What follows belongs to an exercise in optimizing a design on an open flow for small area, a short achievable clock period and few clock cycles; a production flow would make more cautious choices. Only simulation tests tie the RTL to the original design; equivalence was not proved. No activity file was given, so power comes from the tool's default toggle rates.

## zz_extract
module zz_extract (
    input  wire        clk,
    input  wire        rst,
    input  wire        reg_valid,
    input  wire        reg_we,
    input  wire [7:0]  reg_addr,
    input  wire [31:0] reg_wdata,
    output reg  [31:0] reg_rdata,
    output wire        coef_req,
    output wire [15:0] coef_row,
    output wire [15:0] coef_col,
    input  wire [15:0] coef_rdata,
    output reg         pay_we,
    output wire [31:0] pay_addr,
    output reg  [7:0]  pay_wdata
);
For scale: about 1300 cells after synthesis, ~210 flip-flops, about 170 I/O pins.
Settings: LEC_CHECK=0, CAP_MARGIN=20, CORE_MARGIN=2, CORE_UTILIZATION=40, SETUP_SLACK_MARGIN=5, SLEW_MARGIN=20; clock period 8.5 ns.
standard.sh (not shown) runs the stock make flow with config.mk's settings and CLKGATE_MAP_FILE= SYNTH_SCRIPT=/design/flow/synth_recipe.tcl, a recipe that flattens the netlist after the stock synthesis.
==> flow/flow/run.sh <==
#!/bin/bash
# The standard layout (standard.sh), with the port buffers made of
# sky130_fd_sc_hd__buf_1 cells, a larger setup repair margin, and a clock
# tree of small clock buffers without dummy loads.
# make's full output goes to flow_make.log; ORFS keeps each step's own log
# under orfs/logs/.
set -uo pipefail
bash standard.sh "BUFFER_PORTS_ARGS=-buffer_cell sky130_fd_sc_hd__buf_1" SETUP_SLACK_MARGIN=5.7 \
  "CTS_ARGS=-sink_clustering_enable -repair_clock_nets -root_buf sky130_fd_sc_hd__clkbuf_8 -buf_list sky130_fd_sc_hd__clkbuf_8 -dont_use_dummy_load" \
  finish > flow_make.log 2>&1
The baseline finished with timing, DRC and antenna clean.
Testbench counts at the start, summed over its fixed seeds: cycles 93,754.
Rerun with:
--- a/flow/flow/run.sh
+++ b/flow/flow/run.sh
@@ -6,5 +6,5 @@
 # under orfs/logs/.
 set -uo pipefail
-bash standard.sh "BUFFER_PORTS_ARGS=-buffer_cell sky130_fd_sc_hd__buf_1" SETUP_SLACK_MARGIN=5.7 \
+bash standard.sh "BUFFER_PORTS_ARGS=-buffer_cell sky130_fd_sc_hd__buf_1" SETUP_SLACK_MARGIN=5.6 \
   "CTS_ARGS=-sink_clustering_enable -repair_clock_nets -root_buf sky130_fd_sc_hd__clkbuf_8 -buf_list sky130_fd_sc_hd__clkbuf_8 -dont_use_dummy_load" \
   finish > flow_make.log 2>&1
--- a/flow/config.mk
+++ b/flow/config.mk
@@ -11,2 +11,3 @@
 export SETUP_SLACK_MARGIN = 5
 export SLEW_MARGIN = 20
+export TNS_END_PERCENT = 0
The new run completed without violations.
Critical path depth does not change.
Via count came out lower by 2.8%.
Routed wire length is lower by 3.4%.
Area after synthesis is unchanged.
Setup slack degrades by 170 ps.
Final cell count came out lower by 2.5%.
Sequential share of layout area came out higher by 0.61 points.
Total power went up by 0.45%.
Fmax falls by 5.7%.
Rerun with:
--- a/flow/flow/run.sh
+++ b/flow/flow/run.sh
@@ -6,5 +6,5 @@
 # under orfs/logs/.
 set -uo pipefail
-bash standard.sh "BUFFER_PORTS_ARGS=-buffer_cell sky130_fd_sc_hd__buf_1" SETUP_SLACK_MARGIN=5.6 \
+bash standard.sh "BUFFER_PORTS_ARGS=-buffer_cell sky130_fd_sc_hd__buf_1" SETUP_SLACK_MARGIN=5.85 \
   "CTS_ARGS=-sink_clustering_enable -repair_clock_nets -root_buf sky130_fd_sc_hd__clkbuf_8 -buf_list sky130_fd_sc_hd__clkbuf_8 -dont_use_dummy_load" \
   finish > flow_make.log 2>&1
--- a/flow/config.mk
+++ b/flow/config.mk
@@ -11,3 +11,2 @@
 export SETUP_SLACK_MARGIN = 5
 export SLEW_MARGIN = 20
-export TNS_END_PERCENT = 0
Effect: Power came out lower by 0.37%. Core utilization came out higher by 6.8 points. Final area came out higher by 15%. Global-route usage came out higher by 1.3 points. Routed wire length came out higher by 7.7%. Via count came out higher by 4.4%. Hold slack is about the same. Non-clock buffer count came out higher by 85.

build 58:
Starting RTL as in the previous note.
Design zz_extract, start of the top module:
module zz_extract (
    input  wire        clk,
    input  wire        rst,
    input  wire        reg_valid,
    input  wire        reg_we,
    input  wire [7:0]  reg_addr,
    input  wire [31:0] reg_wdata,
    output reg  [31:0] reg_rdata,
    output wire        coef_req,
    output wire [15:0] coef_row,
    output wire [15:0] coef_col,
    input  wire [15:0] coef_rdata,
    output reg         pay_we,
    output wire [31:0] pay_addr,
    output reg  [7:0]  pay_wdata
);
Settings: LEC_CHECK=0, CAP_MARGIN=20, CORE_MARGIN=2, CORE_UTILIZATION=40, SETUP_SLACK_MARGIN=5, SLEW_MARGIN=20, TNS_END_PERCENT=0; clock period 8.5 ns.
==> flow/flow/run.sh <==
#!/bin/bash
# The standard layout (standard.sh), with the port buffers made of
# sky130_fd_sc_hd__buf_1 cells, a larger setup repair margin, and a clock
# tree of small clock buffers without dummy loads.
# make's full output goes to flow_make.log; ORFS keeps each step's own log
# under orfs/logs/.
set -uo pipefail
bash standard.sh "BUFFER_PORTS_ARGS=-buffer_cell sky130_fd_sc_hd__buf_1" SETUP_SLACK_MARGIN=5.8 \
  "CTS_ARGS=-sink_clustering_enable -repair_clock_nets -root_buf sky130_fd_sc_hd__clkbuf_8 -buf_list sky130_fd_sc_hd__clkbuf_8 -dont_use_dummy_load" \
  finish > flow_make.log 2>&1
Build 58: PASS, flow complete, no timing, DRC or antenna violations
Testbench counts of build 58, summed over its fixed seeds: cycles 93,754.
Input-level comparison between build 98 and build 58:
diff --git a/flow/flow/run.sh b/flow/flow/run.sh
--- a/flow/flow/run.sh
+++ b/flow/flow/run.sh
@@ -8,2 +8,2 @@
-bash standard.sh "BUFFER_PORTS_ARGS=-buffer_cell sky130_fd_sc_hd__buf_1" SETUP_SLACK_MARGIN=5.8 \
-  "CTS_ARGS=-sink_clustering_enable -repair_clock_nets -root_buf sky130_fd_sc_hd__clkbuf_8 -buf_list sky130_fd_sc_hd__clkbuf_8 -dont_use_dummy_load" \
+bash standard.sh "BUFFER_PORTS_ARGS=-buffer_cell sky130_fd_sc_hd__buf_1" SETUP_SLACK_MARGIN=5.7 \
+  "CTS_ARGS=-sink_clustering_enable -repair_clock_nets -root_buf sky130_fd_sc_hd__clkbuf_8 -buf_list sky130_fd_sc_hd__clkbuf_8 -dont_use_dummy_load -sink_clustering_size 12 -sink_clustering_max_diameter 60" \
## What came out
Build 98: all stages complete, timing, DRC and antenna checks passed
Critical path class = in -> reg: build 58; critical path class = reg -> out: build 98
Diff build 98..build 58 | number of max-slew violations in the final report | unchanged
Build 98 gives less core utilization than build 58 did.
The total of clock buffers placed in the layout of build 98 falls short of that of build 58 by about 36%.
Summary of build 98 over build 58: met3 layer usage reported by global route now smaller; final design area excluding fillers now smaller; synthesized area comparable; via count now smaller.
Final worst hold slack: build 98 higher than build 58
Modified inputs, build 21 compared to build 98
==> flow/flow/run.sh <==
#!/bin/bash
# The standard layout (standard.sh), with the port buffers made of
# sky130_fd_sc_hd__buf_1 cells and a larger setup repair margin.
# make's full output goes to flow_make.log; ORFS keeps each step's own log
# under orfs/logs/.
set -uo pipefail
bash standard.sh "BUFFER_PORTS_ARGS=-buffer_cell sky130_fd_sc_hd__buf_1" SETUP_SLACK_MARGIN=5.5 finish > flow_make.log 2>&1
diff --git a/flow/config.mk b/flow/config.mk
--- a/flow/config.mk
+++ b/flow/config.mk
@@ -13 +12,0 @@
-export TNS_END_PERCENT = 0
### Flow results
- Build 21 finished all stages; the layout is clean.
- In the final design statistics, build 21 uses more standard cells in total than build 98.
- Diff build 98 -> build 21: share of total power in combinational logic shows a reduction of 0.6 points; post-detailed-routing wire length grew by 0.42%; layout clock buffer count moved up; aggregate global-route resource usage has remained practically unchanged.
- Switching share of power down 1.6 points in build 21 wrt build 98
- In build 21 relative to build 98, power dissipated in the clock network had gone up by more than half.
- Build 21 vs. build 98: worst max-slew margin expressed relative to the limit grew by 1.7 points; maximum vdd drop +26%.
- Worst hold slack: build 21 worse than build 98
- Going from build 98 to build 21, routed metal-1 wirelength shrinks by about 1%.
diff inputs: build 21 => build 68
==> flow/flow/run.sh <==
#!/bin/bash
# The standard layout (standard.sh), with the port buffers made of
# sky130_fd_sc_hd__buf_1 cells, a larger setup repair margin, and a clock
# tree of small clock buffers without dummy loads.
# make's full output goes to flow_make.log; ORFS keeps each step's own log
# under orfs/logs/.
set -uo pipefail
bash standard.sh "BUFFER_PORTS_ARGS=-buffer_cell sky130_fd_sc_hd__buf_1" SETUP_SLACK_MARGIN=5.5 \
  "CTS_ARGS=-sink_clustering_enable -repair_clock_nets -root_buf sky130_fd_sc_hd__clkbuf_8 -buf_list sky130_fd_sc_hd__clkbuf_4 -dont_use_dummy_load" \
  finish > flow_make.log 2>&1
### Flow results
- Build 68: PASS, flow complete, no timing, DRC or antenna violations
- Compared with build 21, count of clock-buffer cells in the layout in build 68 increased by more than half.
- Build 68 has signed area change from the synthesized netlist to the final layout below what build 21 had.
- Build 68 against build 21: clock insertion delay at the later pin of the skew report up 0.04 ns; via count went up by about 1.6%; register-to-register slack dropped 0.02 ns.
- Delta (build 68 minus build 21): setup slack went down, power density over the cells now smaller, non-clock buffer instance count of the final layout increased 1, clock share of power shows a reduction of 10 points, proportion of cell area occupied by registers saw an increase.
Here is what was changed in the inputs of build 17 compared with build 68.
diff --git a/flow/flow/run.sh b/flow/flow/run.sh
--- a/flow/flow/run.sh
+++ b/flow/flow/run.sh
@@ -8,2 +8,2 @@
-bash standard.sh "BUFFER_PORTS_ARGS=-buffer_cell sky130_fd_sc_hd__buf_1" SETUP_SLACK_MARGIN=5.5 \
-  "CTS_ARGS=-sink_clustering_enable -repair_clock_nets -root_buf sky130_fd_sc_hd__clkbuf_8 -buf_list sky130_fd_sc_hd__clkbuf_4 -dont_use_dummy_load" \
+bash standard.sh "BUFFER_PORTS_ARGS=-buffer_cell sky130_fd_sc_hd__buf_1" SETUP_SLACK_MARGIN=5.7 \
+  "CTS_ARGS=-sink_clustering_enable -repair_clock_nets -root_buf sky130_fd_sc_hd__clkbuf_8 -buf_list sky130_fd_sc_hd__clkbuf_8 -dont_use_dummy_load" \
diff --git a/flow/config.mk b/flow/config.mk
--- a/flow/config.mk
+++ b/flow/config.mk
@@ -12,0 +13 @@
+export TNS_END_PERCENT = 0
Notes after the runs:
Build 17: number of cells traversed by the worst register-to-register path 1 above build 68. The lower setup slack of build 68 and build 17 is in build 68. Via count of the first global-routing pass ended up 2.1% lower on build 17 than on build 68. Build 17 closes out successfully: all stages finished, all timing, DRC and antenna checks passed.

-- afterwards: timing with drivers on the ports --
How much do the figures lean on ideal ports? The routed layouts below were timed once more, with nothing changed but the port constraints. Step 1: set_driving_cell puts a clkbuf_16 on clk and a buf_2 on each other input, an assumption about the parent block. Step 2 moves the port delays by t, midway between the first and last clock arrival at a register: inputs arrive t later, outputs are due t later. That takes back most of the time a late clock gives input paths. Three values: no drivers, after step 1, after step 2; two values: the first two.
run	t (ns)	slack for setup (ns)	hold WS [ns]
the first run of note 1	0.564	5.716 / 5.670 / 5.183	0.439 / 0.439 / 0.439
the second run of note 1	0.557	5.547 / 5.503 / 5.015	0.431 / 0.431 / 0.431
the third run of note 1	0.561	5.736 / 5.692 / 5.272	0.432 / 0.432 / 0.432
build 58	0.565	5.667 / 5.665 / 5.104	0.428 / 0.428 / 0.428
build 98	0.572	5.620 / 5.575 / 5.064	0.438 / 0.438 / 0.438
build 21	0.559	5.548 / 5.499 / 5.064	0.429 / 0.429 / 0.429
build 68	0.581	5.543 / 5.496 / 5.016	0.435 / 0.435 / 0.435
build 17	0.567	5.603 / 5.556 / 5.042	0.428 / 0.428 / 0.428
After both steps setup and hold are still met in every run listed. For build 58, which loses most, drivers alone change the setup slack by -0.002 ns; drivers and shift together by -0.563 ns.
